Background: an optimization exercise with open tools, aiming at small area and few clock cycles. Do not read the settings as production practice. Where RTL was checked, it was by simulation tests only, not by an equivalence proof against the original. Only the layout flow was run in runs 1 and 2; the RTL was not checked for function there. Power is estimated from default activity; no workload was simulated.

===== standard.sh =====
#!/bin/bash
# synth_recipe.tcl (not shown) runs the flow's synth.tcl, then flattens the netlist and writes it again
# the make line also repeats each setting of config.mk as NAME=value (left out here)
make -C /OpenROAD-flow-scripts/flow DESIGN_CONFIG=/design/flow/config.mk WORK_HOME=/design/flow/orfs CLKGATE_MAP_FILE= SYNTH_SCRIPT=/design/flow/synth_recipe.tcl "${@:-finish}"

===== flow/run.sh =====
#!/bin/bash
# Layout flow: the standard flow with buf_1 port buffers and a lighter clock tree.
set -e
export BUFFER_PORTS_ARGS="-buffer_cell sky130_fd_sc_hd__buf_1"
export CTS_ARGS="-sink_clustering_enable -repair_clock_nets -dont_use_dummy_load -buf_list sky130_fd_sc_hd__clkbuf_8 -sink_clustering_size 20 -sink_clustering_max_diameter 50"
bash standard.sh > standard.log 2>&1

===== constraint.sdc =====
create_clock -name core_clock -period 14.0 [get_ports {clk}]
set_input_delay 2.8000 -clock core_clock [delete_from_list [all_inputs] [get_ports {clk}]]
set_output_delay 2.8000 -clock core_clock [all_outputs]
set_load 0.01 [all_outputs]

===== config.mk =====
export PLATFORM = sky130hd
export DESIGN_NAME = sponge_engine
export DESIGN_NICKNAME = sponge_engine
export VERILOG_FILES = /design/flow/design.v
export SDC_FILE = /design/flow/constraint.sdc
export NUM_CORES = 8
export LEC_CHECK = 0
export CAP_MARGIN = 20
export CORE_MARGIN = 2
export CORE_UTILIZATION = 40
export SLEW_MARGIN = 20

===== design.v =====
module sponge_engine (
    input  wire          clk,
    input  wire          rst,
    input  wire          cmd_valid,
    output wire          cmd_ready,
    input  wire [31:0]   cmd_hdr,
    input  wire          din_valid,
    output wire          din_ready,
    input  wire [126:0]  din_data,
    output wire          rsp_valid,
    input  wire          rsp_ready,
    output wire [31:0]   rsp_word,
    output wire          dout_valid,
    input  wire          dout_ready,
    output wire [126:0]  dout_data,
    output wire          dout_last,
    output wire          preq_valid,
    input  wire          preq_ready,
    output wire [507:0]  preq_state,
    input  wire          prsp_valid,
    output wire          prsp_ready,
    input  wire [507:0]  prsp_state,
    output wire          st_busy,
    output wire [2:0]    st_fault,
    output wire [4:0]    st_io_count,
    output wire [4:0]    st_pattern_len,
    output wire [5:0]    st_out_len
);
    localparam FB = 127;
    localparam [2:0] IDLE = 3'd0,
                     ABS  = 3'd1,    
                     SQZ  = 3'd2,    
                     STP  = 3'd3,    
                     STT  = 3'd4,    
                     DRN  = 3'd5,    
                     RSP  = 3'd6,    
                     DOUT = 3'd7;    
    localparam [1:0] P_NONE = 2'd0, P_REQ = 2'd1, P_WAIT = 2'd2;
    localparam [1:0] OP_START = 2'd0, OP_ABSORB = 2'd1, OP_SQUEEZE = 2'd2, OP_FINISH = 2'd3;
    reg [3:0]    cnt;            
    reg [FB-1:0] lane0, lane1, lane2, lane3;
    reg [16*16-1:0] pr;          
    reg [3:0]    pphase;
    reg [1:0]    ophase;         
    reg [32*FB-1:0] ob;          
    reg [4:0]    pattern_len;
    reg [4:0]    io_count;
    reg [1:0]    absorb_pos;
    reg [1:0]    squeeze_pos;
    reg [5:0]    out_len;
    reg [2:0]    fault;
    reg [2:0]    phase;
    reg [1:0]    pst;
    reg [1:0]    cur_op;
    reg [2:0]    status;
    reg [16:0]   rem;            
    reg [3:0]    pnext;          
    reg          bad;            
    reg [1:0]    nb;             
    reg [5:0]    rsq;            
    reg [5:0]    ne;             
    reg [5:0]    eb;             
    reg [3:1]    wp;             
    reg [5:0]    dn;             
    reg          dv;             
    reg [FB-1:0] dreg;
    wire idle = (phase == IDLE);
    wire [1:0]  h_op   = cmd_hdr[1:0];
    wire [15:0] h_len  = cmd_hdr[23:8];
    wire        h_ok   = (cmd_hdr[7:2] == 6'd0) && (cmd_hdr[31:24] == 8'd0) &&
                         ((h_op == OP_START) || (h_op == OP_ABSORB) || (h_len == 16'd0));
    wire [16:0] h_paylen = (h_op == OP_START)  ? ({1'b0, h_len} + 17'd1) :
                           (h_op == OP_ABSORB) ? {1'b0, h_len} : 17'd0;
    wire        rem_nz    = (rem != 17'd0);
    wire [3:0]  pr_addr   = pphase + io_count[3:0] - cnt;
    reg  [15:0] cur_entry;
    integer pi;
    always @* begin
        cur_entry = 16'd0;
        for (pi = 0; pi < 16; pi = pi + 1)
            cur_entry = cur_entry | (pr[16*pi +: 16] & {16{pr_addr == pi[3:0]}});
    end
    wire        exhausted = (io_count == pattern_len);
    wire        abs_ok    = h_ok && (h_op == OP_ABSORB) && !exhausted && (cur_entry == h_len);
    wire [16:0] out_need  = {11'd0, out_len} + {1'b0, cur_entry};
    wire        sq_ok     = h_ok && (h_op == OP_SQUEEZE) && !exhausted && (out_need <= 17'd32);
    wire [1:0]  sq_avail  = 2'd3 - squeeze_pos;
    wire        sq_perm   = (cur_entry[5:0] > {4'd0, sq_avail});
    wire [1:0]  sq_m0     = sq_perm ? sq_avail : cur_entry[1:0];
    wire        early     = (abs_ok && (absorb_pos == 2'd3)) || (sq_ok && sq_perm);
    assign cmd_ready  = !rst && idle;
    wire   cmd_fire   = cmd_valid && cmd_ready;
    wire   creq       = (phase == ABS) && (pst == P_NONE) && (absorb_pos == 2'd2) &&
                        (rem != 17'd1) && din_valid && rem_nz;
    assign preq_valid = !rst && ((pst == P_REQ) || (idle && cmd_valid && early) || creq);
    wire   preq_fire  = preq_valid && preq_ready;
    wire [1:0] rho = cnt[1:0];
    wire [5:0] ent1 = eb + 6'd1;
    wire [5:0] ent2 = eb + 6'd2;
    wire [5:0] ent3 = eb + 6'd3;
    wire [1:0] orho = rho - ophase;
    wire m1 = wp[1] && (ent1[1:0] == orho);
    wire m2 = wp[2] && (ent2[1:0] == orho);
    wire m3 = wp[3] && (ent3[1:0] == orho);
    wire wr = m1 | m2 | m3;
    wire [4:0] went = m1 ? ent1[4:0] : m2 ? ent2[4:0] : ent3[4:0];
    wire [FB-1:0] wdat = ({FB{m1}} & lane1) | ({FB{m2}} & lane2) | ({FB{m3}} & lane3);
    wire [3:1] wp_left = wp & ~{m3, m2, m1};
    wire   prsp_take  = (pst == P_WAIT) && ((phase != SQZ) || (wp_left == 3'd0));
    assign prsp_ready = !rst && prsp_take;
    wire   prsp_fire  = prsp_valid && prsp_ready;
    wire   prsp_in    = prsp_valid && prsp_take;
    wire abs_req   = (phase == ABS) && (pst == P_REQ);
    wire abs_wait  = (phase == ABS) && (pst == P_WAIT);
    wire abs_free  = (phase == ABS) && (pst == P_NONE);
    wire pat_align = (cnt == pnext);
    wire abs_rdy = rem_nz && ((abs_free && (absorb_pos != 2'd3)) ||
                              (abs_req && preq_ready) ||
                              (abs_wait && (nb != 2'd3)));
    assign din_ready = !rst && (abs_rdy ||
                         (rem_nz && ((phase == DRN) || (phase == STT))) ||
                         ((phase == STP) && pat_align));
    wire   din_fire  = din_valid && din_ready;
    assign rsp_valid = !rst && (phase == RSP);
    wire   rsp_fire  = rsp_valid && rsp_ready;
    assign dout_valid = !rst && (phase == DOUT) && dv;
    wire   dout_fire  = dout_valid && dout_ready;
    wire sq_good = (cur_op == OP_SQUEEZE) && (status == 3'd0);
    assign rsp_word  = {6'd0, cur_op, (sq_good ? {10'd0, out_len} : 16'd0), 5'd0, status};
    assign dout_data = dreg;
    assign dout_last = (dn == out_len);
    assign st_busy        = !idle;
    assign st_fault       = fault;
    assign st_io_count    = io_count;
    assign st_pattern_len = pattern_len;
    assign st_out_len     = out_len;
    reg  clr_q;
    wire clr = clr_q;
    wire [1:0] apos = absorb_pos;
    wire add_now = abs_free && din_valid && rem_nz && (absorb_pos != 2'd3);
    wire park_req  = abs_req && din_valid && rem_nz && preq_ready;    
    wire wait_in   = abs_wait && din_valid && rem_nz && (nb != 2'd3);
    wire park_wait = wait_in && !prsp_in;                            
    wire comb      = prsp_in;                               
    reg [3:1] xl, xp, yl, yd;
    integer k;
    always @* begin
        for (k = 1; k <= 3; k = k + 1) begin
            xl[k] = 1'b1; xp[k] = 1'b0; yl[k] = 1'b0; yd[k] = 1'b0;
            if (clr) begin
                xl[k] = 1'b0;
            end else if (comb) begin
                xl[k] = 1'b0; xp[k] = 1'b1;
                if (phase == ABS) begin
                    if (k <= nb) yl[k] = 1'b1;
                    else if ((k == nb + 1) && wait_in) yd[k] = 1'b1;
                end
            end else if (add_now) begin
                if (k == apos + 1) yd[k] = 1'b1;
            end else if (park_req) begin
                if (k == 1) begin xl[k] = 1'b0; yd[k] = 1'b1; end
            end else if (park_wait) begin
                if (k == nb + 1) begin xl[k] = 1'b0; yd[k] = 1'b1; end
            end
        end
    end
    wire [FB-1:0] x1 = ({FB{xl[1]}} & lane1) | ({FB{xp[1]}} & prsp_state[2*FB-1:FB]);
    wire [FB-1:0] x2 = ({FB{xl[2]}} & lane2) | ({FB{xp[2]}} & prsp_state[3*FB-1:2*FB]);
    wire [FB-1:0] x3 = ({FB{xl[3]}} & lane3) | ({FB{xp[3]}} & prsp_state[4*FB-1:3*FB]);
    wire [FB-1:0] y1 = ({FB{yl[1]}} & lane1) | ({FB{yd[1]}} & din_data);
    wire [FB-1:0] y2 = ({FB{yl[2]}} & lane2) | ({FB{yd[2]}} & din_data);
    wire [FB-1:0] y3 = ({FB{yl[3]}} & lane3) | ({FB{yd[3]}} & din_data);
    wire [FB-1:0] s1, s2, s3;
    sponge_madd u_add1 (.a(x1), .b(y1), .s(s1));
    sponge_madd u_add2 (.a(x2), .b(y2), .s(s2));
    sponge_madd u_add3 (.a(x3), .b(y3), .s(s3));
    assign preq_state = {s3, lane2, lane1, lane0};
    wire l0_tag  = (phase == STT) && din_fire && !bad;
    always @(posedge clk) begin
        if (comb || l0_tag) lane0 <= l0_tag ? din_data : prsp_state[FB-1:0];
        lane1 <= s1;
        lane2 <= s2;
        lane3 <= s3;
    end
    wire dl_en   = ((phase == RSP) && sq_good) || (phase == DOUT);
    wire dload   = dl_en && (dn != out_len) && (dn[1:0] == orho) && (!dv || dout_fire);
    reg  [8*FB-1:0] otail;
    reg  [FB-1:0]   dnext;
    integer di;
    always @* begin
        dnext = {FB{1'b0}};
        for (di = 0; di < 8; di = di + 1) begin
            otail[FB*di +: FB] = (wr && (went[4:2] == di[2:0])) ? wdat : ob[FB*(4*di) +: FB];
            dnext = dnext | (otail[FB*di +: FB] & {FB{dn[4:2] == di[2:0]}});
        end
    end
    integer g;
    always @(posedge clk) begin
        for (g = 0; g < 8; g = g + 1) begin
            ob[FB*(4*g+0) +: FB] <= ob[FB*(4*g+1) +: FB];
            ob[FB*(4*g+1) +: FB] <= ob[FB*(4*g+2) +: FB];
            ob[FB*(4*g+2) +: FB] <= ob[FB*(4*g+3) +: FB];
            ob[FB*(4*g+3) +: FB] <= otail[FB*g +: FB];
        end
        if (dload) dreg <= dnext;
    end
    wire pinj = (phase == STP) && din_fire;
    always @(posedge clk) begin
        pr[0 +: 15*16] <= pr[16 +: 15*16];
        pr[15*16 +: 16] <= pinj ? din_data[15:0] : pr[0 +: 16];
    end
    wire pat_bad = (din_data == {FB{1'b0}}) || (din_data[FB-1:16] != {(FB-16){1'b0}});
    wire [1:0] nb_p = nb + {1'b0, din_fire};    
    wire [1:0] rmin = (rsq > 6'd3) ? 2'd3 : rsq[1:0];
    always @(posedge clk) begin
        if (rst) begin
            cnt         <= 4'd0;
            pattern_len <= 5'd0;
            io_count    <= 5'd0;
            absorb_pos  <= 2'd0;
            squeeze_pos <= 2'd0;
            out_len     <= 6'd0;
            fault       <= 3'd0;
            phase       <= IDLE;
            pst         <= P_NONE;
            cur_op      <= 2'd0;
            status      <= 3'd0;
            rem         <= 17'd0;
            pnext       <= 4'd0;
            bad         <= 1'b0;
            nb          <= 2'd0;
            rsq         <= 6'd0;
            ne          <= 6'd0;
            eb          <= 6'd0;
            wp          <= 3'd0;
            dn          <= 6'd0;
            dv          <= 1'b0;
            pphase      <= 4'd0;
            ophase      <= 2'd0;
            clr_q       <= 1'b0;
        end else begin
            clr_q <= cmd_fire && h_ok && ((h_op == OP_START) || (h_op == OP_FINISH));
            cnt <= cnt + 4'd1;
            wp  <= wp_left;
            if (preq_fire) pst <= P_WAIT;
            case (phase)
                IDLE: if (cmd_fire) begin
                    cur_op <= h_op;
                    status <= 3'd0;
                    rem    <= h_paylen;
                    dn     <= 6'd0;
                    dv     <= 1'b0;
                    if (!h_ok) begin
                        status <= 3'd5;
                        if (fault == 3'd0) fault <= 3'd5;
                        phase <= (h_paylen != 17'd0) ? DRN : RSP;
                    end else begin
                        case (h_op)
                            OP_START: begin
                                pattern_len <= 5'd0;
                                io_count    <= 5'd0;
                                absorb_pos  <= 2'd0;
                                squeeze_pos <= 2'd0;
                                out_len     <= 6'd0;
                                fault       <= 3'd0;
                                bad         <= 1'b0;
                                pphase      <= cnt + 4'd1;
                                pnext       <= cnt + 4'd1;
                                if (h_len > 16'd16) begin
                                    status <= 3'd4;
                                    fault  <= 3'd4;
                                    phase  <= DRN;
                                end else begin
                                    pattern_len <= h_len[4:0];
                                    phase <= (h_len == 16'd0) ? STT : STP;
                                end
                            end
                            OP_ABSORB: begin
                                if (exhausted || !abs_ok) begin
                                    status <= exhausted ? 3'd2 : 3'd1;
                                    if (fault == 3'd0) fault <= exhausted ? 3'd2 : 3'd1;
                                    phase <= (h_len != 16'd0) ? DRN : RSP;
                                end else begin
                                    io_count    <= io_count + 5'd1;
                                    squeeze_pos <= 2'd3;
                                    nb          <= 2'd0;
                                    phase       <= ABS;
                                    if (early) pst <= preq_fire ? P_WAIT : P_REQ;
                                end
                            end
                            OP_SQUEEZE: begin
                                if (exhausted || !sq_ok) begin
                                    status <= exhausted ? 3'd2 : 3'd4;
                                    if (fault == 3'd0) fault <= exhausted ? 3'd2 : 3'd4;
                                    phase <= RSP;
                                end else begin
                                    io_count    <= io_count + 5'd1;
                                    out_len     <= out_need[5:0];
                                    if (out_len == 6'd0) ophase <= early ? cnt[1:0] : cnt[1:0] + 2'd1;
                                    squeeze_pos <= squeeze_pos + sq_m0;
                                    eb          <= out_len - {4'd0, squeeze_pos} - 6'd1;
                                    wp          <= (sq_m0 == 2'd0) ? 3'b000 :
                                                   (sq_m0 == 2'd1) ? (3'b001 << squeeze_pos) :
                                                   (sq_m0 == 2'd2) ? (3'b011 << squeeze_pos) : 3'b111;
                                    ne          <= out_len + {4'd0, sq_m0};
                                    rsq         <= cur_entry[5:0] - {4'd0, sq_m0};
                                    if (early) begin
                                        pst   <= preq_fire ? P_WAIT : P_REQ;
                                        phase <= SQZ;
                                    end else begin
                                        phase <= RSP;
                                    end
                                end
                            end
                            default: begin  
                                pattern_len <= 5'd0;
                                io_count    <= 5'd0;
                                absorb_pos  <= 2'd0;
                                squeeze_pos <= 2'd0;
                                out_len     <= 6'd0;
                                phase       <= RSP;
                            end
                        endcase
                    end
                end
                ABS: begin
                    if (din_fire) rem <= rem - 17'd1;
                    if (pst == P_NONE) begin
                        if (din_fire) begin
                            absorb_pos <= absorb_pos + 2'd1;
                            if (rem == 17'd1) phase <= RSP;
                            else if (absorb_pos == 2'd2) begin
                                pst <= preq_fire ? P_WAIT : P_REQ;
                                nb  <= 2'd0;
                            end
                        end
                    end else if (pst == P_REQ) begin
                        if (preq_fire) nb <= din_fire ? 2'd1 : 2'd0;
                    end else begin  
                        if (prsp_fire) begin
                            nb         <= 2'd0;
                            absorb_pos <= nb_p;
                            if ((rem == 17'd0) || ((rem == 17'd1) && din_fire)) begin
                                pst   <= P_NONE;
                                phase <= RSP;
                            end else if (nb_p == 2'd3) begin
                                pst <= P_REQ;
                            end else begin
                                pst <= P_NONE;
                            end
                        end else if (din_fire) begin
                            nb <= nb + 2'd1;
                        end
                    end
                end
                SQZ: begin
                    if ((pst == P_WAIT) && prsp_fire) begin
                        absorb_pos  <= 2'd0;
                        squeeze_pos <= rmin;
                        eb          <= ne - 6'd1;
                        ne          <= ne + {4'd0, rmin};
                        wp          <= (rmin == 2'd1) ? 3'b001 : (rmin == 2'd2) ? 3'b011 : 3'b111;
                        rsq         <= rsq - {4'd0, rmin};
                        if (rsq > 6'd3) pst <= P_REQ;
                        else begin
                            pst   <= P_NONE;
                            phase <= RSP;
                        end
                    end
                end
                STP: if (din_fire) begin
                    rem   <= rem - 17'd1;
                    pnext <= pnext + 4'd1;
                    if (pat_bad) bad <= 1'b1;
                    if (rem == 17'd2) phase <= STT;
                end
                STT: if (din_fire) begin
                    rem <= rem - 17'd1;
                    if (bad) begin
                        status      <= 3'd3;
                        fault       <= 3'd3;
                        pattern_len <= 5'd0;
                    end
                    phase <= RSP;
                end
                DRN: if (din_fire) begin
                    rem <= rem - 17'd1;
                    if (rem == 17'd1) phase <= RSP;
                end
                RSP: begin
                    if (dload) begin
                        dn <= dn + 6'd1;
                        dv <= 1'b1;
                    end
                    if (rsp_fire) phase <= sq_good ? DOUT : IDLE;
                end
                default: begin  
                    if (dload) begin
                        dn <= dn + 6'd1;
                        dv <= 1'b1;
                    end else if (dout_fire) begin
                        dv <= 1'b0;
                    end
                    if (dout_fire && (dn == out_len) && !dload) phase <= IDLE;
                end
            endcase
        end
    end
endmodule
module sponge_madd (
    input  wire [126:0] a,
    input  wire [126:0] b,
    output wire [126:0] s
);
    localparam N  = 127;
    localparam BW = 8;
    localparam NB = 16;
    wire [N-1:0] p = a ^ b;
    wire [N-1:0] g = a & b;
    wire [N:0] cz;
    wire [N:0] c;
    wire [NB-1:0] bg, bp;
    wire [NB:0]   bcz;       
    wire [NB:0]   bpp;       
    wire [NB-1:0] bcin;
    wire          cin;
    genvar i, j;
    generate
        for (j = 0; j < NB; j = j + 1) begin : blk
            localparam LO = j * BW;
            localparam HI = (j * BW + BW - 1 < N - 1) ? (j * BW + BW - 1) : (N - 1);
            assign cz[LO] = 1'b0;
            for (i = LO; i <= HI; i = i + 1) begin : bit_z
                if (i < HI) assign cz[i+1] = g[i] | (p[i] & cz[i]);
            end
            assign bg[j] = g[HI] | (p[HI] & cz[HI]);
            assign bp[j] = &p[HI:LO];
            assign c[LO] = bcin[j];
            for (i = LO; i <= HI; i = i + 1) begin : bit_c
                if (i < HI) assign c[i+1] = g[i] | (p[i] & c[i]);
                assign s[i] = p[i] ^ c[i];
            end
        end
        assign bcz[0] = 1'b0;
        assign bpp[0] = 1'b1;
        for (j = 0; j < NB; j = j + 1) begin : bchain
            assign bcz[j+1] = bg[j] | (bp[j] & bcz[j]);
            assign bpp[j+1] = bpp[j] & bp[j];
        end
        assign cin = bcz[NB] | bpp[NB];
        for (j = 0; j < NB; j = j + 1) begin : bcin_g
            assign bcin[j] = bcz[j] | (cin & bpp[j]);
        end
    endgenerate
    assign c[N] = 1'b0;
    assign cz[N] = 1'b0;
endmodule

==> run summary, run 1 <==
# Max-Cap Violations 0; critical path arrival 11.04 ns; via count 109000; core area 391000 µm²; pwr dens 156 nW/µm²; CTS Buffer Depth 4; worst reg-to-reg setup slack 2.05 ns; H-tree depth 5; Pint 19.6 mW; Yosys top cell area share 0.612; Root Driver clkbuf_8; clock share of power 0.259; starting density of the core 0.401; adder-cell share of the synthesized area 0.0786; main combinational cell family by area after synthesis compound AO/OA/AOI/OAI gates; max incr delay on CP 0.71 ns; worst r2r dst lane2[95]$_DFF_P_; Psw 8.14 mW; Tightest Hold Check Type flip-flop to flip-flop; reg2reg start cnt[0]$_SDFF_PP0_; final-report hold violation count 0; Setup crit end kind primary output; simple-gate share of the synthesized area 0.0623; register area share after synthesis 0.660; first-pass GRT wire length 876000 µm; Num CTS Buffers 421; GR Util All Layers 0.319; Reg clk slew, reported paths 0.09 ns; clock tree sinks 5049; Via density 5.55; most common cell type on the critical path fa_2; status complete, no violations; layout cell share with drive strength beyond 1 0.106; XOR/XNOR Fraction of Synth Area 0.00659; die area 397000 µm²; highest-delay cell along the critical path or4b_2; vias in the first global route 103000; number of I/O port buffers 1347; Total Wirelength 655000 µm; drt first pass iters 13; final setup vio count 0; initial DRC count 12100; clock skew 0.166 ns; wire per inst 33.4 µm; final setup margin 0.157 ns; WHS Path Cells 0; Placement Setup Slack -1.03 ns; syn avg cell area 12.5 µm²; Leak 71.0 nW; Std-Cell Rows 230; register bit total from synthesis 5049; Synth area leader dfxtp_1; Tmin final 13.84 ns; sequential share of power 0.594; gr ovfl total 0; startpoint types input port; worst-path fanout max 7; die width 630 µm; Net Sw Frac 0.293; CTS tree yes; Synth Area in Compound Gates 0.150; top_reg_cell synth dfxtp_1; Slew @ Worst Pin 1.24 ns; Tcrit/Tclk final 0.989; max-slew violations 0; Worst slew margin 0.168; end of the critical path preq_state[444]; largest net degree at the start of global routing 128; Post-synth EDFFs 254; die height 630 µm; Crit Path Category input port to primary output; I/O pins 1369; clock latency (worst-skew pair) 1.17 ns; FMAX 72.2 MHz; Syn-to-layout area delta 13.7%; Synth area leaders dfxtp_1 (61%), edfxtp_1 (4.9%), a22o_1 (4.8%); initial antenna violation count 167; DRC Markers 0; yosys warns 1; Cell Area, Synth 157000 µm²; Yosys cell types 105; Comb power frac 0.147; reg2reg path depth 39; CP Data Required Time 11.20 ns; asr flop ratio synth 0; GPL Wtd Cong 1.01; DP Wirelength 495000 µm; synthesized instance count 12500; Crit. Startpoint din_valid; dpl cells 19000; post-synthesis mux area share 0.0198; worst IR drop on VDD 83.4 µV; non-filler cells in the finished layout 19600; fin nets 15700; post-route ant nets 0
power by group through the flow:
stage,sequential (mW),clock [mW],combinational [mW]
2_1_floorplan,16.4,0,2.04
3_3_place_gp,16.7,0,3.96
3_5_place_dp,16.8,0,3.95
4_1_cts,16.4,7.30,3.99
5_1_grt,16.5,7.82,4.32
6_report,16.5,7.19,4.08
layer usage:
metal / share of wire / wire (µm) / vias to the layer above / GRT usage
li1: - / - / 48100 / -
met1: 0.40 / 264000 / 54400 / 0.403
met2: 0.43 / 282000 / 4959 / 0.479
met3: 0.074 / 48500 / 1339 / 0.0603
met4: 0.093 / 61200 / 28 / 0.253
met5: 0.00026 / 171 / - / 0
layout by cell type, fill, tap and decap left out, drive strengths merged, types with 173 or more instances in the layout:
cell type and count:
nand2 734, buf 2004, a211oi 243, ha 439
a22o 865, a21oi 690, edfxtp 254, o21ai 661
mux2 173, fa 341, a22oi 235, nor2 711
clkbuf 429, dfxtp 4795
how the worst min path moves through the flow:
stage                startpoint          endpoint  slack, ns
2_1_floorplan   ob[127]$_DFF_P_     ob[0]$_DFF_P_       0.31
6_report        ob[702]$_DFF_P_   ob[575]$_DFF_P_       0.25
5_1_grt        ob[2311]$_DFF_P_  ob[2184]$_DFF_P_       0.24
4_1_cts        ob[2311]$_DFF_P_  ob[2184]$_DFF_P_       0.24
3_5_place_dp   ob[2000]$_DFF_P_  ob[1873]$_DFF_P_       0.31
3_3_place_gp    ob[409]$_DFF_P_   ob[282]$_DFF_P_       0.31
Yosys cell counts (32+ instances only):
library cell / number
a2111oi_0: 71
a211oi_1: 243
a21o_1: 155
a21oi_1: 687
a222oi_1: 131
a22o_1: 865
a22oi_1: 235
and3_1: 32
buf_1: 74
buf_2: 132
clkbuf_1: 519
dfxtp_1: 4795
edfxtp_1: 254
fa_1: 341
ha_1: 439
inv_1: 120
mux2_2: 171
mux2i_1: 66
nand2_1: 734
nand3_1: 135
nand4_1: 118
nand4bb_1: 37
nor2_1: 711
nor3_1: 85
nor4_1: 64
o21ai_0: 576
o21ai_1: 85
o2bb2ai_1: 40
xnor2_1: 34
xor2_1: 74
registers in the layout, indices dropped and copies added, names as in the netlist, 4 cells and up:
name and flops:
pattern_len 5, out_len 6, lane2 127, io_count 5, ne 5, rsq 6, ob 4064, eb 5
lane1 127, pr 256, cnt 4, pnext 4, dreg 127, lane3 127, pphase 4, lane0 127
dn 6, rem 17
kinds of logic after synthesis:
kind of cell | count (synthesis)
other | 1
buffers and inverters | 874
AOI/OAI and AO/OA | 3339
adders and majority gates | 781
xor gates and xnor gates | 113
DFF | 5049
and+or+nand+nor | 2117
muxes | 261
what timing repair did:
action / in CTS / in global routing
hold buffers: 0 / 0
buffers inserted: 4 / 1
pin swaps: 10 / 16
cloned: 1 / 0
endpoints found under the setup margin: 47 / 29
gates resized for setup: 50 / 70
worst max-delay path, delay by kind of cell:
| kind | cells | cell delay (ns) |
|---|---|---|
| buffers and inverters | 8 | 1.25 |
| AOI/OAI and AO/OA | 12 | 2.72 |
| adders and majority gates | 8 | 3.02 |
| and+or+nand+nor | 3 | 0.95 |
| xor gates and xnor gates | 1 | 0.21 |
area by class of cell:
cell class,count,area (µm²)
Timing Repair Buffer,2014,11000
Tap cell,5220,6530
Inverter,121,454
Clock buffer,421,5790
Sequential cell,5049,104000
Fill cell,36700,213000
Multi-Input combinational cell,6632,50600
Antenna cell,152,380
through the flow:
| step | hold WS [ns] | cell area [µm²] | power, mW | setup TNS, ns | util |
|---|---|---|---|---|---|
| 2_1_floorplan | 0.310 | 157000 | 18.5 | 0 | - |
| 3_3_place_gp | 0.310 | 172000 | 20.7 | -23.35 | 0.439 |
| 3_5_place_dp | 0.312 | 172000 | 20.7 | -26.43 | 0.439 |
| 4_1_cts | 0.240 | 178000 | 27.7 | 0 | 0.454 |
| 5_1_grt | 0.244 | 178000 | 28.7 | -0.0541 | 0.456 |
| 6_report | 0.249 | 178000 | 27.8 | 0 | 0.456 |
==> inputs of run 2 (changes only) <==
--- a/design.v
+++ b/design.v
@@ -442,10 +442,27 @@
             end
         end
-        assign bcz[0] = 1'b0;
-        assign bpp[0] = 1'b1;
+        wire [NB/4-1:0] sg, sp;
+        wire [NB/4:0]   scz, spp;
+        for (j = 0; j < NB/4; j = j + 1) begin : sgrp
+            assign sg[j] = bg[4*j+3] | (bp[4*j+3] & (bg[4*j+2] | (bp[4*j+2] & (bg[4*j+1] | (bp[4*j+1] & bg[4*j])))));
+            assign sp[j] = &bp[4*j+3:4*j];
+        end
+        assign scz[0] = 1'b0;
+        assign spp[0] = 1'b1;
+        for (j = 0; j < NB/4; j = j + 1) begin : schain
+            assign scz[j+1] = sg[j] | (sp[j] & scz[j]);
+            assign spp[j+1] = spp[j] & sp[j];
+        end
         for (j = 0; j < NB; j = j + 1) begin : bchain
-            assign bcz[j+1] = bg[j] | (bp[j] & bcz[j]);
-            assign bpp[j+1] = bpp[j] & bp[j];
+            if (j % 4 == 0) begin : b0
+                assign bcz[j] = scz[j/4];
+                assign bpp[j] = spp[j/4];
+            end else begin : bn
+                assign bcz[j] = bg[j-1] | (bp[j-1] & bcz[j-1]);
+                assign bpp[j] = bpp[j-1] & bp[j-1];
+            end
         end
+        assign bcz[NB] = scz[NB/4];
+        assign bpp[NB] = spp[NB/4];
         assign cin = bcz[NB] | bpp[NB];
         for (j = 0; j < NB; j = j + 1) begin : bcin_g
==> flow/run.sh (replaced) <==
#!/bin/bash
# Layout flow: the standard flow with buf_1 port buffers and a lighter clock tree.
set -e
export BUFFER_PORTS_ARGS="-buffer_cell sky130_fd_sc_hd__buf_1"
export CTS_ARGS="-sink_clustering_enable -repair_clock_nets -dont_use_dummy_load -buf_list {sky130_fd_sc_hd__clkbuf_4 sky130_fd_sc_hd__clkbuf_8} -sink_clustering_size 14 -sink_clustering_max_diameter 60"
bash standard.sh > standard.log 2>&1
==> run 2 against run 1 <==
  * Wire length fell by 0.95%
  * Non-clock buffer count grew 89
  * Die area is 1.4% lower
  * Via count down 0.59%
  * Combinational power increased by about 50%
  * Final cell count shrank 0.69%
  * Still clean on timing, DRC and antenna
  * Power up 11%
  * First-iteration DRC count down 1.9%
  * Final area fell by 0.59%
  * Global-route usage up 0.26 points
  * Sequential power rose by 5%
  * Clock power grew 2%
==> run summary, run 2 <==
highest-delay cell along the critical path fa_1; reg2reg start eb[0]$_SDFFE_PP0P_; syn avg cell area 12.6 µm²; clock latency (worst-skew pair) 1.20 ns; max-slew violations 0; WHS Path Cells 0; total power 30.8 mW; Num CTS Buffers 443; Tmin final 13.87 ns; # Max-Cap Violations 0; placed inst area 170000 µm²; die height 626 µm; Std-Cell Rows 228; Comb power frac 0.200; worst IR drop on VDD 102 µV; final-report hold violation count 0; startpoint types input port; worst path bufs/invs 14; synthesized instance count 12300; RSZ-0062 raised after global routing yes; yosys warns 1; Worst path top cell family by delay adder cells; Cell Area, Synth 155000 µm²; max incr delay on CP 0.44 ns; die area 392000 µm²; die width 626 µm; final setup TNS 0 ns; Synth area leader dfxtp_1; Crit. Startpoint din_valid; number of I/O port buffers 1347; largest net degree at the start of global routing 118; Crit Path Category input port to primary output; CTS Buffer Depth 4; Pint 20.9 mW; commonest cells after routing, fill and taps aside dfxtp_1 (4795), buf_1 (1307), a22o_1 (764); gr ovfl total 0; register area share after synthesis 0.670; commonest non-fill, non-tap cell in the layout dfxtp_1; register bit total from synthesis 5049; top_reg_cell synth dfxtp_1; Root Driver clkbuf_8; Worst slew margin 0.128; via count 108000; sequential share of power 0.561; clock tree sinks 5049; vias in the first global route 103000; Synth area leaders dfxtp_1 (62%), edfxtp_1 (4.9%), fa_1 (4.4%); Post-CTS Hold Buffers 0; post-route ant nets 0; H-tree depth 5; pwr dens 174 nW/µm²; GPL Wtd Cong 1.03; DP Wirelength 488000 µm; GR Util All Layers 0.322; final setup vio count 0; clock skew 0.144 ns; Post-synth top cells dfxtp_1 (4795), a22o_1 (765), nand2_1 (737); Total Wirelength 649000 µm; I/O pins 1369; Yosys top cell area share 0.620; max reg flops 4064; largest register by flop count ob; Reg clk slew, reported paths 0.09 ns; drt first pass iters 10; Via density 5.56; status complete, no violations; CP Depth 37; core area 385000 µm²; design area 177000 µm²; Tcrit/Tclk final 0.991; worst-path fanout max 8; Psw 9.89 mW; first-pass GRT wire length 867000 µm; Syn-to-layout area delta 14.6%; biggest regs ob x4064, pr x256; Slew @ Worst Pin 1.31 ns; clock share of power 0.239; Post-synth EDFFs 254; initial DRC count 11800; Net Sw Frac 0.321; starting density of the core 0.402; Leak 71.1 nW; Yosys cell types 102; critical path arrival 11.07 ns; initial antenna violation count 170; layout cell share with drive strength beyond 1 0.114; cell with the most instances after synthesis dfxtp_1; Tightest Hold Check Type flip-flop to flip-flop; asr flop ratio synth 0; Hold Path Origin pr[59]$_DFF_P_; FMAX 72.1 MHz; CP Data Required Time 11.20 ns; wire per inst 33.3 µm; DRC Markers 0; reg2reg path depth 38; Setup crit end kind primary output; CTS tree yes; fin nets 15600
run 2: cell types whose count changed after synthesis, moves of 44 or more:
| cell | delta |
|---|---|
| a2111oi_0 | -67 |
| o21ai_0 | +57 |
| a22oi_1 | +295 |
| buf_1 | -44 |
| nand4_1 | +119 |
| buf_2 | -105 |
| clkbuf_1 | +64 |
| a211oi_1 | -207 |
| a22o_1 | -100 |
| o21ai_1 | -73 |
run 2: logic make-up (layout without fill, tap and decap cells):
family / Yosys count / count (layout) / share of synthesized area
other cells: 1 / 147 / 0.0000242
simple gates: 2111 / 2111 / 0.0618
buf+inv: 769 / 2638 / 0.0199
compound gates: 3204 / 3204 / 0.143
mux: 244 / 244 / 0.0187
xor+xnor: 125 / 125 / 0.00731
fa+ha+maj: 780 / 780 / 0.0796
flops: 5049 / 5049 / 0.670
run 2: metrics by stage:
stage	setup slack (ns)	hold WS, ns	cells	utilization
6_report	0.125	0.263	19500	0.460
5_1_grt	-0.0312	0.258	19400	0.460
4_1_cts	0.00222	0.251	19300	0.458
3_5_place_dp	-1.72	0.312	18900	0.442
3_3_place_gp	-1.69	0.309	18900	0.441
2_1_floorplan	0.0335	0.310	12300	-
run 2: path summary, 6_finish.rpt:
path | endpoint | slack [ns]
setup / recovery | preq_state[420] | 0.13
hold / removal | pr[43]$_DFF_P_ | 0.26
setup reg to reg | lane1[55]$_DFF_P_ | 1.59
hold reg to reg | pr[43]$_DFF_P_ | 0.26
run 2: area by class of cell:
cell class	count	area (µm²)
multi-input cells	6485	48900
well taps	5175	6470
diodes	126	315
repair buffers	2103	11600
inverters	92	345
flip-flops and latches	5049	104000
fillers	35700	208000
clock buffers	443	6100
run 2: power groups by stage:
stage	logic (mW)	clock network, mW	registers [mW]
2_1_floorplan	2.83	0	16.9
3_3_place_gp	5.88	0	17.5
3_5_place_dp	5.86	0	17.5
4_1_cts	5.95	7.54	17.2
5_1_grt	6.47	8.06	17.3
6_report	6.14	7.36	17.3
run 2: what timing repair did:
action / CTS / global route
resized for setup: 68 / 61
setup endpoints to repair: 67 / 25
setup buffers: 14 / 8
pin swaps: 16 / 42
cloned: 2 / 1
run 2: per-layer routing:
metal | vias to the layer above | GRT usage | share of wire
li1 | 47400 | - | -
met5 | - | 0 | 0.00054
met1 | 54000 | 0.415 | 0.41
met4 | 54 | 0.257 | 0.093
met3 | 1468 | 0.0843 | 0.087
met2 | 5221 | 0.454 | 0.41
run 2: worst register-to-register path: cells and delay by family, from the launching register on:
kind,cells,cell delay [ns]
buf+inv,7,1.65
simple gates,7,2.42
flops,1,0.52
xor+xnor,2,0.38
fa+ha+maj,9,3.92
compound gates,13,3.36
==> inputs of run 3 (changes only) <==
--- a/design.v
+++ b/design.v
@@ -174,5 +174,5 @@
     sponge_madd u_add1 (.a(x1), .b(y1), .s(s1));
     sponge_madd u_add2 (.a(x2), .b(y2), .s(s2));
-    sponge_madd u_add3 (.a(x3), .b(y3), .s(s3));
+    sponge_madd #(.BW(4)) u_add3 (.a(x3), .b(y3), .s(s3));
     assign preq_state = {s3, lane2, lane1, lane0};
     wire l0_tag  = (phase == STT) && din_fire && !bad;
@@ -408,5 +408,7 @@
     end
 endmodule
-module sponge_madd (
+module sponge_madd #(
+    parameter BW = 8                
+) (
     input  wire [126:0] a,
     input  wire [126:0] b,
@@ -414,6 +416,5 @@
 );
     localparam N  = 127;
-    localparam BW = 8;
-    localparam NB = 16;
+    localparam NB = (N + BW - 1) / BW;
     wire [N-1:0] p = a ^ b;
     wire [N-1:0] g = a & b;
==> run 3 against run 2 <==
  * Still clean on timing, DRC and antenna
  * Power shrank 2.6%
  * Via count shrank 2.3%
  * Setup slack gained 0.18 ns
  * Maximum frequency grew 1.3%
  * Sequential power shrank 2%
  * Sequential share of layout area grew 1.0 points
  * Sequential cell count is the same
  * Combinational power shrank 7.7%
  * Clock power is essentially flat
  * First-iteration DRC count shrank 9.8%
  * Largest cell class unchanged
  * Highest routed layer unchanged
==> run summary, run 3 <==
status complete, no violations; Syn-to-layout area delta 12.5%; Synth area leader dfxtp_1; commonest cells after routing, fill and taps aside dfxtp_1 (4795), buf_1 (1325), a22o_1 (764); gr ovfl total 0; Crit. Startpoint cnt[0]$_SDFF_PP0_; Root Driver clkbuf_8; clock latency (worst-skew pair) 1.16 ns; drt first pass iters 10; layout cell share with drive strength beyond 1 0.0820; Total Wirelength 603000 µm; die height 626 µm; first-pass GRT wire length 817000 µm; Post-synth EDFFs 254; pwr dens 172 nW/µm²; worst r2r dst lane2[79]$_DFF_P_; Yosys cell types 99; DP Wirelength 443000 µm; Met3 Routed Length 47100 µm; Worst slew margin 0.135; top_reg_cell synth dfxtp_1; synthesized instance count 12300; DRC Markers 0; syn avg cell area 12.6 µm²; Worst path top cell family by delay compound AO/OA/AOI/OAI gates; initial DRC count 10700; cell with the most instances after synthesis dfxtp_1; reg2reg path depth 35; Via density 5.49; max-slew violations 0; CP Data Required Time 11.20 ns; post-route ant nets 0; end of the critical path preq_state[440]; final setup vio count 0; Tmin final 13.70 ns; Tcrit/Tclk final 0.978; GR Util All Layers 0.298; CTS tree yes; startpoint types flip-flop; Hold Path Origin ob[2489]$_DFF_P_; final-report hold violation count 0; max incr delay on CP 0.88 ns; worst-path fanout max 34; register bit total from synthesis 5049; I/O pins 1369; via count 106000; number of I/O port buffers 1347; Slew @ Worst Pin 1.30 ns; biggest regs ob x4064, pr x256; starting density of the core 0.402; clock tree sinks 5049; Leak 69.4 nW; H-tree depth 5; Metal-1 WL 247000 µm; total power 30.0 mW; GPL Wtd Cong 1.02; Num CTS Buffers 444; commonest non-fill, non-tap cell in the layout dfxtp_1; Post-synth top cells dfxtp_1 (4795), a22o_1 (764), nand2_1 (736); reg2reg start cnt[0]$_SDFF_PP0_; met2 wire len 255000 µm; register area share after synthesis 0.669; yosys warns 1; clock skew 0.147 ns; initial antenna violation count 160; Yosys top cell area share 0.619; highest-delay cell along the critical path or4b_2; die area 392000 µm²; worst path bufs/invs 6; largest net degree at the start of global routing 139; Cell Area, Synth 155000 µm²; Tightest Hold Check Type flip-flop to flip-flop; die width 626 µm; core area 386000 µm²; largest register by flop count ob; max reg flops 4064; worst IR drop on VDD 93.5 µV; CP Depth 31; FMAX 73.0 MHz; # Max-Cap Violations 0; Post-CTS Hold Buffers 0; CTS Buffer Depth 4; Setup crit end kind primary output; Std-Cell Rows 228; critical path arrival 10.90 ns; Reg clk slew, reported paths 0.09 ns; highest metal used met5; wire per inst 31.3 µm; asr flop ratio synth 0; Crit Path Category flip-flop to primary output; fin nets 15300; worst reg-to-reg setup slack 1.91 ns; vias in the first global route 101000; Synth area leaders dfxtp_1 (62%), edfxtp_1 (4.9%), a22o_1 (4.3%); final setup TNS 0 ns
==> run 3: changes by cell type after synthesis, moves of 12 or more <==
| cell | previous run | this run |
|---|---|---|
| nand3_1 | 106 | 88 |
| fa_1 | 341 | 325 |
| o21ai_0 | 633 | 649 |
| a21oi_1 | 716 | 701 |
| mux2_2 | 157 | 172 |
| xor2_1 | 83 | 96 |
| a221oi_1 | 19 | 31 |
==> run 3: kinds of logic (layout without fill, tap and decap cells) <==
kind of cell	Yosys count	after routing	share of synthesized area
xor gates and xnor gates	129	129	0.00748
other	1	238	0.0000242
adders and majority gates	765	765	0.0775
AOI/OAI and AO/OA	3231	3231	0.144
muxes	264	264	0.0198
DFF	5049	5049	0.669
and+or+nand+nor	2120	2121	0.0624
buffers and inverters	789	2284	0.0202
==> run 3: timing repair <==
action                     CTS  global route
hold endpoints to repair     0             0
resized for setup            3             6
buffers inserted             1             0
pin swaps                    1             0
setup endpoints to repair    9             9
cloned                       1             0
==> run 3: per-stage QoR <==
stage	instances	hold WS, ns	setup WS (ns)	utilization	area (µm²)
CTS	19000	0.229	0.0132	0.450	174000
finish	19300	0.238	0.304	0.452	174000
detailed placement	18600	0.312	-0.129	0.434	168000
floorplan	12400	0.310	0.420	-	155000
global placement	18600	0.310	-0.102	0.434	168000
global route	19200	0.234	-0.00869	0.452	174000
==> run 3: layout make-up <==
cell class,instances,area (µm²)
clock buffers,444,6110
flip-flops and latches,5049,104000
fillers,36200,211000
inverters,104,390
diodes,217,543
well taps,5175,6470
repair buffers,1736,8440
multi-input cells,6531,48700
==> run 3: power by group <==
| part | switching (mW) | internal (mW) | total [mW] |
|---|---|---|---|
| logic | 3.78 | 1.89 | 5.67 |
| registers | 1.08 | 15.9 | 16.9 |
| clock network | 4.55 | 2.81 | 7.36 |
| total | 9.41 | 20.6 | 30.0 |
==> run 3: metal layers <==
metal,vias to the layer above,GRT usage
li1,47000,-
met3,1295,0.0638
met4,40,0.231
met1,52600,0.384
met2,4735,0.435
met5,-,0
==> run 3: how the worst min path moves through the flow <==
stage | endpoint | slack [ns] | depth (start not counted)
floorplan | ob[0]$_DFF_P_ | 0.31 | 0
detailed placement | ob[2884]$_DFF_P_ | 0.31 | 0
finish | ob[2362]$_DFF_P_ | 0.24 | 0
global placement | ob[2360]$_DFF_P_ | 0.31 | 0
CTS | ob[2362]$_DFF_P_ | 0.23 | 0
global route | ob[2362]$_DFF_P_ | 0.23 | 0
==> run 3: worst register-to-register path: cells and delay by family (launching register included) <==
family | cells | cell delay [ns]
flops | 1 | 0.55
fa+ha+maj | 9 | 3.73
xor+xnor | 3 | 0.81
buf+inv | 5 | 1.20
simple gates | 5 | 1.77
compound gates | 13 | 3.88
Testbench counts of run 3, summed over its fixed seeds: cycles 10,061.
==> inputs of run 4 (changes only) <==
==> flow/run.sh (replaced) <==
#!/bin/bash
# Layout flow: the standard flow with buf_1 port buffers and a lighter clock tree.
set -e
export BUFFER_PORTS_ARGS="-buffer_cell sky130_fd_sc_hd__buf_1"
export CTS_ARGS="-sink_clustering_enable -repair_clock_nets -dont_use_dummy_load -buf_list {sky130_fd_sc_hd__clkbuf_4 sky130_fd_sc_hd__clkbuf_8} -sink_clustering_size 12 -sink_clustering_max_diameter 45"
bash standard.sh > standard.log 2>&1
==> run 4 against run 3 <==
  * Combinational power about the same
  * First-iteration DRC count decreased by 1.3%
  * Non-clock buffer count unchanged
  * Synthesized cell count unchanged
  * Sequential power about the same
  * Via count increased by 0.77%
  * Sequential cell count unchanged
  * Maximum frequency decreased by 0.23%
  * Final cell count increased by 0.84%
  * Still clean on timing, DRC and antenna
==> run summary, run 4 <==
reg2reg path depth 35; clock tree sinks 5049; cell with the most instances after synthesis dfxtp_1; post-synthesis mux area share 0.0198; wire per inst 31.2 µm; Num CTS Buffers 574; fin nets 15400; main combinational cell family by area after synthesis compound AO/OA/AOI/OAI gates; pwr dens 176 nW/µm²; synthesized instance count 12300; gr ovfl total 0; FMAX 72.8 MHz; die width 626 µm; status complete, no violations; simple-gate share of the synthesized area 0.0624; critical path arrival 10.93 ns; # Max-Cap Violations 0; Post-synth EDFFs 254; highest-delay cell along the critical path or4b_2; die area 392000 µm²; final setup TNS 0 ns; fillers 36100; Slew @ Worst Pin 1.20 ns; I/O pins 1369; largest net degree at the start of global routing 139; Crit. Startpoint cnt[0]$_SDFF_PP0_; DRC Markers 0; H-tree depth 6; initial DRC count 10500; core area 386000 µm²; Leak 70.3 nW; max incr delay on CP 0.88 ns; register bit total from synthesis 5049; largest register by flop count ob; max-slew violations 0; clock skew 0.153 ns; dpl cells 18600; Hold Path Origin ob[2799]$_DFF_P_; Total Wirelength 605000 µm; CTS Buffer Depth 4; most common cell type on the critical path buf_4; Reg clk slew, reported paths 0.07 ns; GPL Wtd Cong 1.02; Setup crit end kind primary output; die height 626 µm; commonest cells after routing, fill and taps aside dfxtp_1 (4795), buf_1 (1325), a22o_1 (764); CTS tree yes; yosys warns 1; Worst slew margin 0.195; Yosys cell types 99; Tcrit/Tclk final 0.981; Yosys top cell area share 0.619; Worst path top cell family by delay simple AND/OR/NAND/NOR gates; Finished Core Util 0.457; Tmin final 13.73 ns; worst r2r dst lane2[71]$_DFF_P_; adder-cell share of the synthesized area 0.0775; DP Wirelength 443000 µm; Tightest Hold Check Type flip-flop to flip-flop; clock latency (worst-skew pair) 1.25 ns; startpoint types flip-flop; register area share after synthesis 0.669; Via density 5.49; Syn-to-layout area delta 13.7%; top_reg_cell synth dfxtp_1; final setup vio count 0; Synth area leaders dfxtp_1 (62%), edfxtp_1 (4.9%), a22o_1 (4.3%); CP Depth 31; layout cell share with drive strength beyond 1 0.0906; Std-Cell Rows 228; CP Data Required Time 11.20 ns; initial antenna violation count 155; via count 107000; Synth Area in Compound Gates 0.144; worst-path fanout max 34; XOR/XNOR Fraction of Synth Area 0.00748; end of the critical path preq_state[444]; max reg flops 4064; GR Util All Layers 0.299; Cell Area, Synth 155000 µm²; final-report hold violation count 0; number of I/O port buffers 1347; first-pass GRT wire length 820000 µm; commonest non-fill, non-tap cell in the layout dfxtp_1; Synth area leader dfxtp_1; worst path bufs/invs 6; Root Driver clkbuf_8; biggest regs ob x4064, pr x256; syn avg cell area 12.6 µm²; non-filler cells in the finished layout 19400; reg2reg start cnt[0]$_SDFF_PP0_; starting density of the core 0.402; vias in the first global route 102000; worst reg-to-reg setup slack 1.87 ns; worst IR drop on VDD 95.9 µV; Post-synth top cells dfxtp_1 (4795), a22o_1 (764), nand2_1 (736); asr flop ratio synth 0; drt first pass iters 11; Crit Path Category flip-flop to primary output; post-route ant nets 0
[run 4: cells by family after synthesis]
family	Yosys count
buffers and inverters	789
AOI/OAI and AO/OA	3231
DFF	5049
other	1
xor gates and xnor gates	129
adders and majority gates	765
and+or+nand+nor	2120
muxes	264
[run 4: per-layer routing]
metal,vias to the layer above,track usage,wire length [µm],part of all wire
met2,4851,0.435,255000,0.42
met4,28,0.232,54400,0.090
met1,53000,0.384,247000,0.41
met3,1367,0.0679,48700,0.080
li1,47300,-,-,-
met5,-,0.00383,309,0.00051
[run 4: stage by stage]
| stage | hold slack [ns] | instance area [µm²] | worst slack (ns) | total power [mW] |
|---|---|---|---|---|
| 2_1_floorplan | 0.310 | 155000 | 0.420 | 19.6 |
| 3_3_place_gp | 0.310 | 168000 | -0.102 | 22.7 |
| 3_5_place_dp | 0.312 | 168000 | -0.129 | 22.7 |
| 4_1_cts | 0.241 | 176000 | 0.0423 | 31.0 |
| 5_1_grt | 0.242 | 176000 | -0.0244 | 32.2 |
| 6_report | 0.242 | 176000 | 0.273 | 31.0 |
[run 4: cell type report]
| type | count | area, µm² | area share |
|---|---|---|---|
| flip-flops and latches | 5049 | 104000 | 0.588 |
| multi-input cells | 6531 | 48700 | 0.277 |
| repair buffers | 1736 | 8440 | 0.0479 |
| clock buffers | 574 | 7900 | 0.0448 |
| well taps | 5175 | 6470 | 0.0368 |
| diodes | 249 | 623 | 0.00354 |
| inverters | 104 | 390 | 0.00222 |
[run 4: worst min-delay path by stage]
| stage | to | cells after the start |
|---|---|---|
| after floorplan | ob[0]$_DFF_P_ | 0 |
| after CTS | ob[2289]$_DFF_P_ | 0 |
| final | ob[2672]$_DFF_P_ | 0 |
| after detailed placement | ob[2884]$_DFF_P_ | 0 |
| after global routing | ob[3565]$_DFF_P_ | 0 |
| after global placement | ob[2360]$_DFF_P_ | 0 |
[run 4: report_power, final]
group	leakage, nW	switching, mW	internal (mW)	total [mW]
combinational	25.0	3.78	1.89	5.67
clock	4.13	4.75	3.63	8.38
sequential	41.2	1.07	15.9	16.9
[run 4: timing repair]
item                                    4_1_cts  5_1_grt
gates cloned                                  1        0
resized for setup                             5        5
hold buffers                                  0        0
buffers inserted                              1        0
endpoints found under the setup margin       11       11
pin swaps                                     1        0
==> inputs of run 5 (changes only) <==
==> flow/run.sh (replaced) <==
#!/bin/bash
# Layout flow: the standard flow with buf_1 port buffers and a lighter clock tree.
set -e
export BUFFER_PORTS_ARGS="-buffer_cell sky130_fd_sc_hd__buf_1"
export CTS_ARGS="-sink_clustering_enable -repair_clock_nets -dont_use_dummy_load -buf_list sky130_fd_sc_hd__clkbuf_4 -sink_clustering_size 10 -sink_clustering_max_diameter 40"
bash standard.sh > standard.log 2>&1
--- a/config.mk
+++ b/config.mk
@@ -9,3 +9,4 @@
 export CORE_MARGIN = 2
 export CORE_UTILIZATION = 40
+export PLACE_DENSITY = 0.75
 export SLEW_MARGIN = 20
==> run 5 against run 4 <==
  * Largest power group unchanged
  * Synthesized cell count unchanged
  * Critical endpoint is now preq_state[412]
  * Die area stayed put
  * Non-clock buffer count down 4
  * Wire length increased by 3.3%
  * Sequential cell count did not move
  * Maximum frequency shrank 0.88%
  * Power down 5.6%
  * Utilization down 0.75 points
  * Sequential share of layout area increased by 0.98 points
  * Still clean
  * Via count is 2.7% higher
  * Critical path type unchanged
  * Highest routed layer unchanged
==> run summary, run 5 <==
Post-synth top cells dfxtp_1 (4795), a22o_1 (764), nand2_1 (736); top_reg_cell synth dfxtp_1; die area 392000 µm²; Synth area leaders dfxtp_1 (62%), edfxtp_1 (4.9%), a22o_1 (4.3%); core area 386000 µm²; final-report hold violation count 0; GPL Wtd Cong 1.06; GR Util All Layers 0.307; reg2reg start cnt[1]$_SDFF_PP0_; synthesized instance count 12300; Yosys cell types 99; max reg flops 4064; pwr dens 169 nW/µm²; Via density 5.60; Post-synth EDFFs 254; initial antenna violation count 166; Crit. Startpoint cnt[1]$_SDFF_PP0_; Leak 69.2 nW; Tcrit/Tclk final 0.989; Total Wirelength 625000 µm; worst IR drop on VDD 87.3 µV; worst path bufs/invs 4; die width 626 µm; worst-path fanout max 71; Hold Slack 0.209 ns; clock skew 0.166 ns; wire per inst 32.0 µm; fin nets 15500; Tmin final 13.85 ns; startpoint types flip-flop; DRC Markers 0; final setup vio count 0; highest-delay cell along the critical path or4b_2; register area share after synthesis 0.669; critical path arrival 11.05 ns; fillers 35800; Worst path top cell family by delay compound AO/OA/AOI/OAI gates; register bit total from synthesis 5049; first-pass GRT wire length 839000 µm; Std-Cell Rows 228; Root Driver clkbuf_4; most common cell type on the critical path fa_1; Crit Path Category flip-flop to primary output; CTS tree yes; biggest regs ob x4064, pr x256; commonest cells after routing, fill and taps aside dfxtp_1 (4795), buf_1 (1323), a22o_1 (764); gr ovfl total 0; Syn-to-layout area delta 11.8%; largest register by flop count ob; clock tree sinks 5049; I/O pins 1369; largest net degree at the start of global routing 130; status complete, no violations; drt first pass iters 13; layout cell share with drive strength beyond 1 0.0956; CTS Buffer Depth 4; Reg clk slew, reported paths 0.11 ns; Num CTS Buffers 647; via count 109000; cell with the most instances after synthesis dfxtp_1; starting density of the core 0.402; post-route ant nets 0; Yosys top cell area share 0.619; asr flop ratio synth 0; die height 626 µm; yosys warns 1; max-slew violations 0; syn avg cell area 12.6 µm²; H-tree depth 6; DP Wirelength 462000 µm; Synth area leader dfxtp_1; Worst slew margin 0.176; final setup TNS 0 ns; design area 173000 µm²; Hold Path Origin ob[2913]$_DFF_P_; initial DRC count 11600; max incr delay on CP 0.93 ns; Post-CTS Hold Buffers 0; Tightest Hold Check Type flip-flop to flip-flop; FMAX 72.2 MHz; vias in the first global route 105000; number of I/O port buffers 1347; Cell Area, Synth 155000 µm²; Slew @ Worst Pin 1.24 ns; Setup crit end kind primary output; placed inst area 168000 µm²; # Max-Cap Violations 0; clock latency (worst-skew pair) 1.63 ns; commonest non-fill, non-tap cell in the layout dfxtp_1; CP Data Required Time 11.20 ns
## run 5: path summary, 6_finish.rpt
| path | to | slack, ns | cells past startpoint |
|---|---|---|---|
| setup reg to reg | lane2[87]$_DFF_P_ | 1.64 | 32 |
| setup / recovery | preq_state[412] | 0.15 | 26 |
| hold / removal | ob[2786]$_DFF_P_ | 0.21 | 0 |
| hold reg to reg | ob[2786]$_DFF_P_ | 0.21 | 0 |
## run 5: cell families after synthesis
family	Yosys count	share of synthesized area
compound gates	3231	0.144
xor+xnor	129	0.00748
fa+ha+maj	765	0.0775
buf+inv	789	0.0202
flops	5049	0.669
mux	264	0.0198
other cells	1	0.0000242
simple gates	2120	0.0624
## run 5: what timing repair did
action / in CTS / in global routing
gates resized for setup: 9 / 6
pin swaps: 2 / 1
setup endpoints to repair: 20 / 15
setup buffers: 3 / 1
hold endpoints to repair: 0 / 0
cloned: 1 / 0
## run 5: area by class of cell
cell class | count | area [µm²] | area share
diodes | 307 | 768 | 0.00443
clock buffers | 647 | 4860 | 0.0280
inverters | 104 | 390 | 0.00225
multi-input cells | 6531 | 48800 | 0.281
flip-flops and latches | 5049 | 104000 | 0.598
well taps | 5175 | 6470 | 0.0374
repair buffers | 1732 | 8420 | 0.0486
## run 5: per-layer routing
layer  global-route usage  up-vias  part of all wire
li1                     -    47800                 -
met3               0.0901     1577             0.098
met2                0.442     5974              0.42
met5              0.00642        -           0.00047
met4                0.260       42             0.097
met1                0.378    54100              0.39
## run 5: where the power goes
group	switching [mW]	internal, mW
registers	1.21	15.9
logic	3.68	1.88
clock network	4.50	2.12
## run 5: stage by stage
stage          total power [mW]  setup slack (ns)  utilization  instances
2_1_floorplan              19.6             0.420            -      12400
3_3_place_gp               22.6           -0.0764        0.434      18600
3_5_place_dp               22.7             0.259        0.434      18600
4_1_cts                    29.1           0.00555        0.447      19200
5_1_grt                    30.3           -0.0138        0.449      19500
6_report                   29.2             0.150        0.449      19500
==> inputs of run 6 (changes only) <==
--- a/config.mk
+++ b/config.mk
@@ -9,4 +9,4 @@
 export CORE_MARGIN = 2
 export CORE_UTILIZATION = 40
-export PLACE_DENSITY = 0.75
+export GPL_ROUTABILITY_DRIVEN = 0
 export SLEW_MARGIN = 20
==> run 6 against run 5 <==
  * Final cell count barely moved
  * Critical path type unchanged
  * Register-to-register slack got worse by 0.16 ns
  * Count of clock-buffer cells in the layout increased by 25
  * Via count down 1.2%
  * Sequential share of layout area barely moved
  * Critical path depth grew 6
  * Largest cell class unchanged
  * Die area stayed put
==> run summary, run 6 <==
status complete, no violations; met1 Track Usage GR 0.370; Synth area leaders dfxtp_1 (62%), edfxtp_1 (4.9%), a22o_1 (4.3%); CP Data Required Time 11.20 ns; register area share after synthesis 0.669; Post-CTS Hold Buffers 0; largest register by flop count ob; CTS Buffer Depth 4; register bit total from synthesis 5049; die width 626 µm; post-synthesis mux area share 0.0198; layout cell share with drive strength beyond 1 0.0959; top_reg_cell synth dfxtp_1; clock skew 0.214 ns; synthesized instance count 12300; Yosys top cell area share 0.619; Yosys cell types 99; first-pass GRT wire length 810000 µm; commonest non-fill, non-tap cell in the layout dfxtp_1; Worst slew margin 0.123; Synth Area in Compound Gates 0.144; XOR/XNOR Fraction of Synth Area 0.00748; via count 108000; Reg clk slew, reported paths 0.11 ns; yosys warns 1; DP Wirelength 433000 µm; gr ovfl total 0; number of I/O port buffers 1347; max-slew violations 0; worst-path fanout max 32; startpoint types flip-flop; Post-synth top cells dfxtp_1 (4795), a22o_1 (764), nand2_1 (736); GR Util All Layers 0.295; highest-delay cell along the critical path or4b_2; Syn-to-layout area delta 11.8%; core area 386000 µm²; Leak 69.2 nW; commonest cells after routing, fill and taps aside dfxtp_1 (4794), buf_1 (1325), a22o_1 (764); vias in the first global route 102000; max reg flops 4064; critical path arrival 10.90 ns; Hold Slack 0.204 ns; initial antenna violation count 168; max incr delay on CP 0.78 ns; pwr dens 169 nW/µm²; Tcrit/Tclk final 0.979; grt met3 use 0.0838; CTS tree yes; main combinational cell family by area after synthesis compound AO/OA/AOI/OAI gates; wire per inst 30.6 µm; Via density 5.53; Total Wirelength 599000 µm; final setup vio count 0; clock tree sinks 5049; FMAX 73.0 MHz; most common cell type on the critical path buf_4; Tmin final 13.70 ns; I/O pins 1369; initial DRC count 11900; drt first pass iters 10; worst IR drop on VDD 94.7 µV; total power 29.3 mW; GRT busiest layer met2; Cell Area, Synth 155000 µm²; Tightest Hold Check Type flip-flop to flip-flop; RSZ-0062 raised after global routing no; fillers 36400; starting density of the core 0.402; met2 usage 0.412; die height 626 µm; # Max-Cap Violations 0; post-route ant nets 0; largest net degree at the start of global routing 144; DRC Markers 0; syn avg cell area 12.6 µm²; Post-synth EDFFs 254; Worst path top cell family by delay compound AO/OA/AOI/OAI gates; H-tree depth 6; Setup crit end kind primary output; worst path bufs/invs 7; cell with the most instances after synthesis dfxtp_1; fin nets 15500; die area 392000 µm²; Synth area leader dfxtp_1; biggest regs ob x4064, pr x256; Root Driver clkbuf_4; clock latency (worst-skew pair) 1.72 ns; Std-Cell Rows 228; Crit Path Category flip-flop to primary output; simple-gate share of the synthesized area 0.0624; Slew @ Worst Pin 1.31 ns; adder-cell share of the synthesized area 0.0775; Num CTS Buffers 672; final-report hold violation count 0; asr flop ratio synth 0
==> run 6: changes by cell type in the layout (fill, tap and decap cells not counted), moves of 3 or more <==
| cell | previous run | this run |
|---|---|---|
| buf_4 | 367 | 354 |
| buf_2 | 3 | 0 |
| diode_2 | 307 | 301 |
| clkbuf_4 | 647 | 672 |
==> run 6: layout make-up <==
class	instances	area [µm²]	area share
diodes	301	753	0.00435
clock buffers	672	5040	0.0291
inverters	104	390	0.00225
multi-input cells	6531	48700	0.281
flip-flops and latches	5049	104000	0.598
well taps	5175	6470	0.0374
repair buffers	1717	8340	0.0481
==> run 6: report_power, final <==
part,total (mW),leakage (nW),switching (mW),internal [mW]
combinational,5.64,25.0,3.76,1.88
clock,6.78,3.09,4.58,2.20
sequential,16.9,41.2,1.07,15.9
==> run 6: worst paths after layout <==
kind,start,endpoint,slack [ns],cells after the start
setup / recovery,rem[8]$_SDFFE_PP0P_,preq_state[408],0.30,32
setup reg to reg,cnt[0]$_SDFF_PP0_,lane2[87]$_DFF_P_,1.48,33
hold / removal,ob[435]$_DFF_P_,ob[308]$_DFF_P_,0.20,0
hold reg to reg,ob[435]$_DFF_P_,ob[308]$_DFF_P_,0.20,0
==> run 6: timing repair <==
action                                  4_1_cts  5_1_grt
gates cloned                                  2        0
endpoints found under the setup margin       53       15
gates resized for setup                      11        8
pin swaps                                     2        0
setup buffers                                 7        0
==> run 6: cells by family after synthesis <==
kind of cell               count (synthesis)
and+or+nand+nor                         2120
adders and majority gates                765
AOI/OAI and AO/OA                       3231
other                                      1
DFF                                     5049
buffers and inverters                    789
xor gates and xnor gates                 129
muxes                                    264
==> run 6: through the flow <==
| stage | TNS [ns] | setup WS [ns] | area (µm²) | instances | util |
|---|---|---|---|---|---|
| 2_1_floorplan | 0 | 0.420 | 155000 | 12400 | - |
| 3_3_place_gp | -5.06 | -0.862 | 167000 | 18600 | 0.434 |
| 3_5_place_dp | 0 | 0.351 | 167000 | 18600 | 0.434 |
| 4_1_cts | 0 | 0.0332 | 173000 | 19200 | 0.447 |
| 5_1_grt | 0 | 0.0312 | 173000 | 19500 | 0.449 |
| 6_report | 0 | 0.296 | 173000 | 19500 | 0.449 |
==> run 6: routing by layer <==
metal / vias up / share of wire
met5: - / 0.00033
met4: 32 / 0.095
met3: 1546 / 0.094
met2: 5696 / 0.41
met1: 53000 / 0.40
li1: 47800 / -
==> inputs of run 7 (changes only) <==
--- a/config.mk
+++ b/config.mk
@@ -9,4 +9,3 @@
 export CORE_MARGIN = 2
 export CORE_UTILIZATION = 40
-export GPL_ROUTABILITY_DRIVEN = 0
 export SLEW_MARGIN = 20
==> run 7 against run 6 <==
  * Critical path depth fell by 2
  * Utilization barely moved
  * Die area unchanged
  * Final area is essentially flat
  * Clock power hardly changed
  * Largest cell class unchanged
  * Largest power group unchanged
==> run summary, run 7 <==
max reg flops 4064; Tcrit/Tclk final 0.973; WHS Path Cells 0; Syn-to-layout area delta 11.9%; yosys warns 1; starting density of the core 0.402; vias in the first global route 103000; final setup vio count 0; die area 392000 µm²; Leak 69.3 nW; commonest cells after routing, fill and taps aside dfxtp_1 (4793), buf_1 (1325), a22o_1 (764); wire per inst 31.0 µm; biggest regs ob x4064, pr x256; Post-synth EDFFs 254; max incr delay on CP 0.67 ns; design area 173000 µm²; DP Wirelength 443000 µm; status complete, no violations; syn avg cell area 12.6 µm²; GPL Wtd Cong 1.02; largest net degree at the start of global routing 139; startpoint types flip-flop; pwr dens 169 nW/µm²; H-tree depth 6; max-slew violations 0; Setup crit end kind primary output; Synth area leader dfxtp_1; FMAX 73.4 MHz; Std-Cell Rows 228; most common cell type on the critical path fa_1; Cell Area, Synth 155000 µm²; Post-synth top cells dfxtp_1 (4795), a22o_1 (764), nand2_1 (736); GR Util All Layers 0.299; number of I/O port buffers 1347; total power 29.3 mW; Total Wirelength 605000 µm; Synth area leaders dfxtp_1 (62%), edfxtp_1 (4.9%), a22o_1 (4.3%); worst IR drop on VDD 103 µV; drt first pass iters 14; post-route ant nets 0; Worst slew margin 0.168; Root Driver clkbuf_4; non-filler cells in the finished layout 19500; final setup TNS 0 ns; placed inst area 168000 µm²; Via density 5.49; Tmin final 13.63 ns; clock tree sinks 5049; Tightest Hold Check Type flip-flop to flip-flop; reg2reg path depth 35; worst-path fanout max 34; Crit Path Category flip-flop to primary output; highest-delay cell along the critical path or4b_4; # Max-Cap Violations 0; clock skew 0.311 ns; core area 386000 µm²; asr flop ratio synth 0; dpl cells 18600; die width 626 µm; initial DRC count 10200; Crit. Startpoint cnt[0]$_SDFF_PP0_; RSZ-0062 raised after global routing no; fillers 36500; Hold Slack 0.113 ns; Yosys cell types 99; CP Data Required Time 11.20 ns; commonest non-fill, non-tap cell in the layout dfxtp_1; initial antenna violation count 156; CTS tree yes; synthesized instance count 12300; cell with the most instances after synthesis dfxtp_1; first-pass GRT wire length 820000 µm; critical path arrival 10.83 ns; register bit total from synthesis 5049; I/O pins 1369; Yosys top cell area share 0.619; reg2reg start cnt[0]$_SDFF_PP0_; Num CTS Buffers 670; clock latency (worst-skew pair) 1.77 ns; CTS Buffer Depth 4; Hold Path Origin ob[3818]$_DFF_P_; gr ovfl total 0; DRC Markers 0; die height 626 µm; via count 107000; largest register by flop count ob; layout cell share with drive strength beyond 1 0.0973; fin nets 15500; top_reg_cell synth dfxtp_1; final-report hold violation count 0; Slew @ Worst Pin 1.24 ns; register area share after synthesis 0.669; Reg clk slew, reported paths 0.10 ns
-- run 7: changes by cell type in the layout (fill, tap and decap cells not counted), moves of 2 or more --
cell	change
xor2_1	-2
clkbuf_4	-2
nand2_1	+2
buf_12	+2
buf_4	+24
nand2_2	-2
xor2_2	+2
diode_2	-33
-- run 7: repair_timing --
action                     4_1_cts  5_1_grt
setup endpoints to repair       43       19
gates resized for setup         14        4
buffers inserted                 4        0
hold buffers                     0        0
gates cloned                     1        0
pin swaps                        2        1
-- run 7: layout make-up --
type                            instances  area (µm²)  share of cell area
Inverter                              104         390             0.00225
Timing Repair Buffer                 1739        8470              0.0489
Multi-Input combinational cell       6531       48800               0.281
Tap cell                             5175        6470              0.0373
Antenna cell                          268         671             0.00387
Clock buffer                          670        5030              0.0290
Sequential cell                      5049      104000               0.598
-- run 7: logic make-up after synthesis --
group,share of synthesized area
AO/OA/AOI/OAI,0.144
flip-flops,0.669
XOR/XNOR,0.00748
buffers and inverters,0.0202
adder cells (fa/ha/maj),0.0775
AND/OR/NAND/NOR,0.0624
other,0.0000242
multiplexers,0.0198
-- run 7: worst paths after layout --
kind / to / slack [ns]
max: preq_state[412] / 0.37
max reg2reg: lane2[71]$_DFF_P_ / 2.12
min: ob[3691]$_DFF_P_ / 0.11
min reg2reg: ob[3691]$_DFF_P_ / 0.11
-- run 7: metal layers --
layer | vias to the layer above | global-route usage | part of all wire
li1 | 47800 | - | -
met1 | 53000 | 0.383 | 0.41
met2 | 4900 | 0.434 | 0.42
met3 | 1421 | 0.0698 | 0.080
met5 | - | 0 | 0.00034
met4 | 32 | 0.236 | 0.090
-- run 7: worst max-delay path, delay by kind of cell (launching register included) --
kind | cells | cell delay [ns]
AOI/OAI and AO/OA | 13 | 3.30
adders and majority gates | 5 | 1.86
and+or+nand+nor | 4 | 1.54
buffers and inverters | 5 | 0.99
xor gates and xnor gates | 3 | 0.92
DFF | 1 | 0.44
-- run 7: metrics by stage --
step | worst slack (ns) | utilization
floorplan | 0.420 | -
global placement | -0.102 | 0.434
detailed placement | -0.129 | 0.434
CTS | 0.0254 | 0.448
global route | 0.0248 | 0.449
finish | 0.372 | 0.450
-- run 7: power by group --
group          switching, mW  leakage, nW  internal (mW)  total [mW]
sequential              1.07         41.2           15.9        16.9
clock                   4.56         3.08           2.19        6.75
combinational           3.77         25.1           1.90        5.67
total                   9.40         69.3           19.9        29.3

## static timing again, ports no longer ideal
No port has a modelled driver above. Below, the same layouts with a new extraction and two added sets of constraints. Step 1 sets driving cells, clkbuf_16 on the clock port and buf_2 on the other inputs (assumed; they add their load-dependent delay and slew). Step 2 also shifts input and output timing later by t, the mid clock arrival at the registers, as if the neighbouring blocks saw the same clock. a / b / c = no drivers / after step 1 / after step 2; a / b = the first two.
| run | t (ns) | setup slack, ns |
|---|---|---|
| run 1 | 1.210 | 0.157 / 0.136 / 0.136 |
| run 2 | 1.243 | 0.125 / 0.101 / 0.101 |
| run 3 | 1.218 | 0.304 / 0.180 / 0.221 |
| run 4 | 1.314 | 0.273 / 0.144 / 0.239 |
| run 5 | 1.675 | 0.150 / 0.028 / 0.412 |
| run 6 | 1.757 | 0.296 / 0.170 / 0.323 |
| run 7 | 1.725 | 0.372 / 0.244 / 0.505 |
After both steps every run listed still meets setup and hold.
